Source: an optimization exercise on an open RTL-to-GDS flow (aim: small area, a short achievable clock period and few clock cycles per item). Production flows keep margins and buffers that such runs may drop.
Function was checked by simulation only, so behaviour that the tests miss may differ from the original.

// edhe_pixel
module edhe_pixel (
    input  wire        clk,
    input  wire        rst,
    input  wire        in_valid,
    output wire        in_ready,
    input  wire        in_first,    
    input  wire        in_w16,      
    input  wire        in_noise,    
    input  wire [15:0] in_tl,       
    input  wire [15:0] in_tr,       
    input  wire [15:0] in_bl,       
    input  wire [15:0] in_br,       
    input  wire [7:0]  in_wx,
    input  wire [7:0]  in_wy,
    input  wire [31:0] in_err,      
    input  wire [12:0] in_u,        
    output reg         out_valid,
    input  wire        out_ready,
    output reg  [15:0] out_q,       
    output reg  [31:0] out_a        
);
Size in the first run: roughly 6500 cells after synthesis, about 370 flip-flops, roughly 180 I/O pins, ~55000 sq um of cells after synthesis.
export LEC_CHECK = 0
export ABC_AREA = 1
export CAP_MARGIN = 10
export CORE_MARGIN = 2
export CORE_UTILIZATION = 60
export CTS_CLUSTER_DIAMETER = 160
export CTS_CLUSTER_SIZE = 24
export SLEW_MARGIN = 10
create_clock -name core_clock -period 190.0 [get_ports {clk}]
standard.sh (not shown) runs the stock make flow with config.mk's settings and CLKGATE_MAP_FILE= SYNTH_SCRIPT=/design/flow/synth_recipe.tcl, a recipe that flattens the netlist after the stock synthesis.
==> flow/flow/run.sh <==
#!/bin/bash
# The standard layout (the standard.sh: the same synthesis script and steps), with two
# settings changed:
#  - SYNTH_ARGS=-noabc: Yosys's generic synth skips its early "abc -fast" pass, which breaks
#    the hand-written full-adder chains apart; the technology mapping with abc afterwards is
#    unchanged, and so are the registers, their names and their cell types.
#  - the buffers placed on the input and output ports are plain buf_1 cells instead of the
#    delay buffers ORFS picks by default. Every port still gets its buffer.
set -euo pipefail
bash standard.sh "SYNTH_ARGS=-noabc" "BUFFER_PORTS_ARGS=-buffer_cell sky130_fd_sc_hd__buf_1" finish > standard_flow.log 2>&1
The starting point ran to the end with no violations.
Testbench counts at the start, summed over its fixed seeds: cycles 24,032, items 24,000.
Then changed:
- CAP_MARGIN: 10 -> 20
- CORE_UTILIZATION: 60 -> 40
- CTS_CLUSTER_DIAMETER: 160 -> unset
- CTS_CLUSTER_SIZE: 24 -> unset
- SLEW_MARGIN: 10 -> 20
Outcome: Final area climbs by 3.1%. Final cell count climbs by 8.6%. Fmax barely changes. Routed wire length barely changes. Synthesized area does not change.
Then changed:
- CORE_UTILIZATION: 40 -> 60
- CTS_CLUSTER_DIAMETER: unset -> 160
- CTS_CLUSTER_SIZE: unset -> 28
Non-clock buffer count shrinks by 3.
Critical path depth does not change.
Count of clock-buffer cells in the layout shrinks by 19.
Die area shrinks by 33%.
Wire length shrinks by 0.36%.
Synthesized area is unchanged.
Hold slack is better by 0.011 ns.
Sequential share of layout area grows by 0.58 points.
Setup slack is better by 0.0080 ns.
Then changed:
- CORE_UTILIZATION: 60 -> 70
- CTS_CLUSTER_DIAMETER: 160 -> 150
- CTS_CLUSTER_SIZE: 28 -> 30
=>
- The new run ran to the end with no violations
- clock skew is lower by 0.0093 ns
- synthesized cell count is unchanged
- non-clock buffer count decreases by 5
- final cell count decreases slightly
- wire length is lower by a few percent
- synthesized area is unchanged
Then changed:
- CORE_UTILIZATION: 70 -> 60
- CTS_CLUSTER_DIAMETER: 150 -> 160
- CTS_CLUSTER_SIZE: 30 -> 24
What happened: The new run completed without violations; fmax is about the same; via count drops by a few percent; final area climbs slightly.

========
Setup of the reference run:
edhe_pixel again, from the RTL that the note above started with.
clock: 190.0 ns
lec_check: 0
abc_area: 1
cap_margin: 20
core_margin: 2
core_utilization: 60
slew_margin: 20
Scripts as last shown in full above: flow/flow/run.sh
Per the final summary, the reference run finished and its layout is clean on timing, DRC and antenna.
Testbench counts of the reference run, summed over its fixed seeds: cycles 24,032, items 24,000.
Input changes introduced in the trial run (baseline for comparison: the reference run):
-- flow/config.mk --
<<< the reference run, line 10
export CORE_MARGIN = 2
export CORE_UTILIZATION = 60
export SLEW_MARGIN = 20
>>> the trial run, line 10
export CORE_MARGIN = 2
export CORE_UTILIZATION = 60
export CTS_CLUSTER_DIAMETER = 160
export CTS_CLUSTER_SIZE = 24
export GPL_TIMING_DRIVEN = 0
export SLEW_MARGIN = 20
==> results.txt <==
- The trial run against the reference run: met3 track demand over resource in global routing went up by 1.4 points; area overhead of the layout relative to synthesis went up by 0.32 points.
- A topmost layer with routed signal wires of met4 is what the reference run shows, while met5 belongs to the trial run.
- Against the reference run, the final cell area of the trial run is higher.
- Taking the reference run as the reference, in the trial run met2 usage in global routing increased by 2.1 points relative to the old numbers, cell count grew by about 2.7%.

========
onyx:
Another version of the RTL of edhe_pixel (not shown whole).
For scale: roughly 7300 cells after synthesis, roughly 390 flip-flops, ~180 I/O pins, roughly 58000 um2 of cells after synthesis.
clock: 190.0 ns
lec_check: 0
abc_area: 1
cap_margin: 20
core_margin: 2
core_utilization: 40
slew_margin: 20
run.sh (not shown) runs the stock make flow with config.mk's settings and CLKGATE_MAP_FILE= SYNTH_SCRIPT=/design/flow/synth_recipe.tcl, a recipe that flattens the netlist after the stock synthesis.
Stock flow here: none of the scripts above is used.
onyx completed every stage of the flow, and the final layout passed the timing, design-rule and antenna checks.
Testbench counts of onyx, summed over its fixed seeds: cycles 24,032, items 24,000.
#### Input delta (pepper over onyx)
- ABC_AREA: 1 -> unset
[summary]
- Worst max-slew margin expressed relative to the limit: pepper worse than onyx
- [compare] base=onyx new=pepper: worst hold slack went down by 0.0066 ns, HPWL after detailed placement picked up an extra about 0.44%, average footprint of a synthesized cell picked up an extra about 20%.
- Changes observed in pepper relative to onyx: sum of routed wire length over all layers went up by 3.8%, met2 demand-to-capacity share in global routing went down by 0.45 points, combined area of all synthesized cells went up by about 0.7%, number of combinational gates with multiple inputs went down by 727.

========
edhe_pixel, a different RTL version from the one above (not shown whole).
Size in the first run: roughly 6200 cells after synthesis, about 180 I/O pins, about 0.057 mm2 of cells after synthesis.
clock: 190.0 ns
lec_check: 0
cap_margin: 20
core_margin: 2
core_utilization: 40
slew_margin: 20
Testbench counts at the start, summed over its fixed seeds: cycles 24,032, items 24,000.
Then changed:
==> flow/flow/run.sh (new file) <==
#!/bin/bash
# The standard layout (the standard.sh, unchanged synthesis and steps), with one change:
# the buffers placed on the input and output ports are plain buf_1 cells instead of the
# delay buffers ORFS picks by default. Every port still gets its buffer.
set -euo pipefail
bash standard.sh "BUFFER_PORTS_ARGS=-buffer_cell sky130_fd_sc_hd__buf_1" finish > standard_flow.log 2>&1
==> flow/standard.sh (new file) <==
#!/bin/bash
# synth_recipe.tcl (not shown) runs the flow's synth.tcl, then flattens the netlist and writes it again
# the make line also repeats each setting of config.mk as NAME=value (left out here)
make -C /OpenROAD-flow-scripts/flow DESIGN_CONFIG=/design/flow/config.mk WORK_HOME=/design/flow/orfs CLKGATE_MAP_FILE= SYNTH_SCRIPT=/design/flow/synth_recipe.tcl "${@:-finish}"
Settings changed: ABC_AREA from default to 1.
removed: flow/run.sh
The changed run produced a clean layout.
Setup slack gains 0.38 ns.
Routed wire length decreases by a few percent.
Count of clock-buffer cells in the layout decreases by 4.

========
main:
edhe_pixel, a different RTL version from the one above (not shown whole).
Size in the first run: ~6300 cells after synthesis, roughly 380 flip-flops, roughly 54000 µm² of cells after synthesis.
Design edhe_pixel, start of the top module:
module edhe_pixel (
    input  wire        clk,
    input  wire        rst,
    input  wire        in_valid,
    output wire        in_ready,
    input  wire        in_first,    
    input  wire        in_w16,      
    input  wire        in_noise,    
    input  wire [15:0] in_tl,       
    input  wire [15:0] in_tr,       
    input  wire [15:0] in_bl,       
    input  wire [15:0] in_br,       
    input  wire [7:0]  in_wx,
    input  wire [7:0]  in_wy,
    input  wire [31:0] in_err,      
    input  wire [12:0] in_u,        
    output reg         out_valid,
    input  wire        out_ready,
    output reg  [15:0] out_q,       
    output reg  [31:0] out_a        
);
    reg  go;             
    reg  rdy;            
    reg  skv;            
    wire adv = go;
    assign in_ready = rdy;
    reg        v1;
    reg        r1_first, r1_w16, r1_noise;
    reg [15:0] r1_tl, r1_tr, r1_bl, r1_br;
    reg [7:0]  r1_wx, r1_wy;
    reg [31:0] r1_err;
    reg [12:0] r1_u;
    always @(posedge clk) begin
        if (adv) begin
            r1_first <= in_first; r1_w16 <= in_w16; r1_noise <= in_noise;
            r1_tl <= in_tl; r1_tr <= in_tr; r1_bl <= in_bl; r1_br <= in_br;
            r1_wx <= in_wx; r1_wy <= in_wy; r1_err <= in_err; r1_u <= in_u;
        end
    end
    wire [23:0] top, bot;
    wire [31:0] v16r;
  ...
==> flow/config.mk <==
export PLATFORM = sky130hd
export DESIGN_NAME = edhe_pixel
export DESIGN_NICKNAME = edhe_pixel
export VERILOG_FILES = /design/flow/design.v
export SDC_FILE = /design/flow/constraint.sdc
export NUM_CORES = 4
export LEC_CHECK = 0
export ABC_AREA = 1
export CAP_MARGIN = 20
export CORE_MARGIN = 2
export CORE_UTILIZATION = 60
export CTS_CLUSTER_DIAMETER = 160
export CTS_CLUSTER_SIZE = 24
export SLEW_MARGIN = 20
==> flow/constraint.sdc <==
create_clock -name core_clock -period 190.0 [get_ports {clk}]
set_input_delay 38.0000 -clock core_clock [delete_from_list [all_inputs] [get_ports {clk}]]
set_output_delay 38.0000 -clock core_clock [all_outputs]
set_load 0.01 [all_outputs]
standard.sh (not shown) runs the stock make flow with config.mk's settings and CLKGATE_MAP_FILE= SYNTH_SCRIPT=/design/flow/synth_recipe.tcl, a recipe that flattens the netlist after the stock synthesis.
==> flow/flow/run.sh <==
#!/bin/bash
# The standard layout (the standard.sh: the same synthesis script and steps), with these
# settings changed:
#  - SYNTH_ARGS=-noabc: Yosys's generic synth skips its early "abc -fast" pass, which breaks
#    the hand-written full-adder chains apart; the registers, their names and their cell types
#    are unchanged.
#  - the technology mapping uses ORFS's area script with its mapping step replaced by
#    "map -a -B 0.9" (a copy of ORFS's scripts folder, with only abc_area.script changed).
#  - the buffers placed on the input and output ports are plain buf_1 cells instead of the
#    delay buffers ORFS picks by default. Every port still gets its buffer.
set -euo pipefail
rm -rf scripts_abc
cp -r "$FLOW_HOME/scripts" scripts_abc
printf 'strash\ndch\nmap -a -B 0.9\ntopo\nstime -c\nbuffer -c\nupsize -c\ndnsize -c\n' > scripts_abc/abc_area.script
bash standard.sh "SCRIPTS_DIR=$PWD/scripts_abc" "SYNTH_ARGS=-noabc" "BUFFER_PORTS_ARGS=-buffer_cell sky130_fd_sc_hd__buf_1" finish > standard_flow.log 2>&1
main went all the way through the flow, and no timing, DRC or antenna check failed.
Testbench counts of main, summed over its fixed seeds: cycles 24,032, items 24,000.
Relative to main, the following input files were edited for the feature branch:
diff --git a/flow/flow/run.sh b/flow/flow/run.sh
--- a/flow/flow/run.sh
+++ b/flow/flow/run.sh
@@ -7,3 +7,3 @@
 #  - the technology mapping uses ORFS's area script with its mapping step replaced by
-#    "map -a -B 0.9" (a copy of ORFS's scripts folder, with only abc_area.script changed).
+#    "amap" (a copy of ORFS's scripts folder, with only abc_area.script changed).
 #  - the buffers placed on the input and output ports are plain buf_1 cells instead of the
@@ -13,3 +13,3 @@
 cp -r "$FLOW_HOME/scripts" scripts_abc
-printf 'strash\ndch\nmap -a -B 0.9\ntopo\nstime -c\nbuffer -c\nupsize -c\ndnsize -c\n' > scripts_abc/abc_area.script
+printf 'strash\ndch\namap\ntopo\nstime -c\nbuffer -c\nupsize -c\ndnsize -c\n' > scripts_abc/abc_area.script
 bash standard.sh "SCRIPTS_DIR=$PWD/scripts_abc" "SYNTH_ARGS=-noabc" "BUFFER_PORTS_ARGS=-buffer_cell sky130_fd_sc_hd__buf_1" finish > standard_flow.log 2>&1
### Flow results
- Diff main -> the feature branch: simple logic cell fraction of the synthesized area moved down, layout overhead on the synthesized area saw little to no change, minimum clock period after layout dropped 11 ps, global-route wire length before repair saw a decrease.
- Via-per-instance ratio went up by a little under 10% going from main to the feature branch.
- Hold slack was lower in main than in the feature branch.
- [diff] die area, the feature branch relative to main: improvement

separate check: timing with driven ports:
How much do the figures lean on ideal ports? The routed layouts below were timed once more, with nothing changed but the port constraints.
Step 1 (the two cells are an assumption about what drives the block):
set clk [get_ports {clk}]
set_driving_cell -lib_cell sky130_fd_sc_hd__clkbuf_16 $clk
set_driving_cell -lib_cell sky130_fd_sc_hd__buf_2 [delete_from_list [all_inputs] $clk]
Step 2 moves the port delays by t, midway between the first and last clock arrival at a register: inputs arrive t later, outputs are due t later. That takes back most of the time a late clock gives input paths.
a / b / c = no drivers / after step 1 / after step 2; a / b = the first two.
| run | t, ns | setup WS [ns] | worst setup path after step 2 | latest minus earliest clock arrival (ns) |
|---|---|---|---|---|
| the first run of note 1 | 0.653 | 150.885 / 150.813 / 150.742 | input to register | 0.025 / 0.025 |
| the second run of note 1 | 0.691 | 150.864 / 150.787 / 150.899 | input to register | 0.019 / 0.019 |
| the third run of note 1 | 0.649 | 150.872 / 150.795 / 150.764 | input to register | 0.053 / 0.053 |
| the fourth run of note 1 | 0.645 | 150.868 / 150.795 / 150.748 | input to register | 0.039 / 0.039 |
| the fifth run of note 1 | 0.653 | 150.885 / 150.813 / 150.742 | input to register | 0.025 / 0.025 |
| the reference run | 0.686 | 150.863 / 150.792 / 150.728 | input to register | 0.031 / 0.031 |
| the trial run | 0.661 | 150.844 / 150.773 / 150.651 | input to register | 0.037 / 0.037 |
| onyx | 0.736 | 150.442 / 150.360 / 150.529 | input to register | 0.043 / 0.043 |
| pepper | 0.722 | 150.451 / 150.372 / 150.540 | input to register | 0.055 / 0.054 |
| the first run of note 4 | 0.709 | 150.478 / 150.398 / 150.488 | input to register | 0.045 / 0.046 |
| the second run of note 4 | 0.706 | 150.863 / 150.784 / 150.696 | input to register | 0.025 / 0.025 |
| main | 0.637 | 150.875 / 150.805 / 150.748 | input to register | 0.074 / 0.073 |
| the feature branch | 0.659 | 150.886 / 150.818 / 150.786 | input to register | 0.033 / 0.033 |
After both steps every run listed still meets setup and hold. The setup slack of the trial run, which loses most, moves by -0.071 ns with the drivers and by -0.193 ns with both steps.
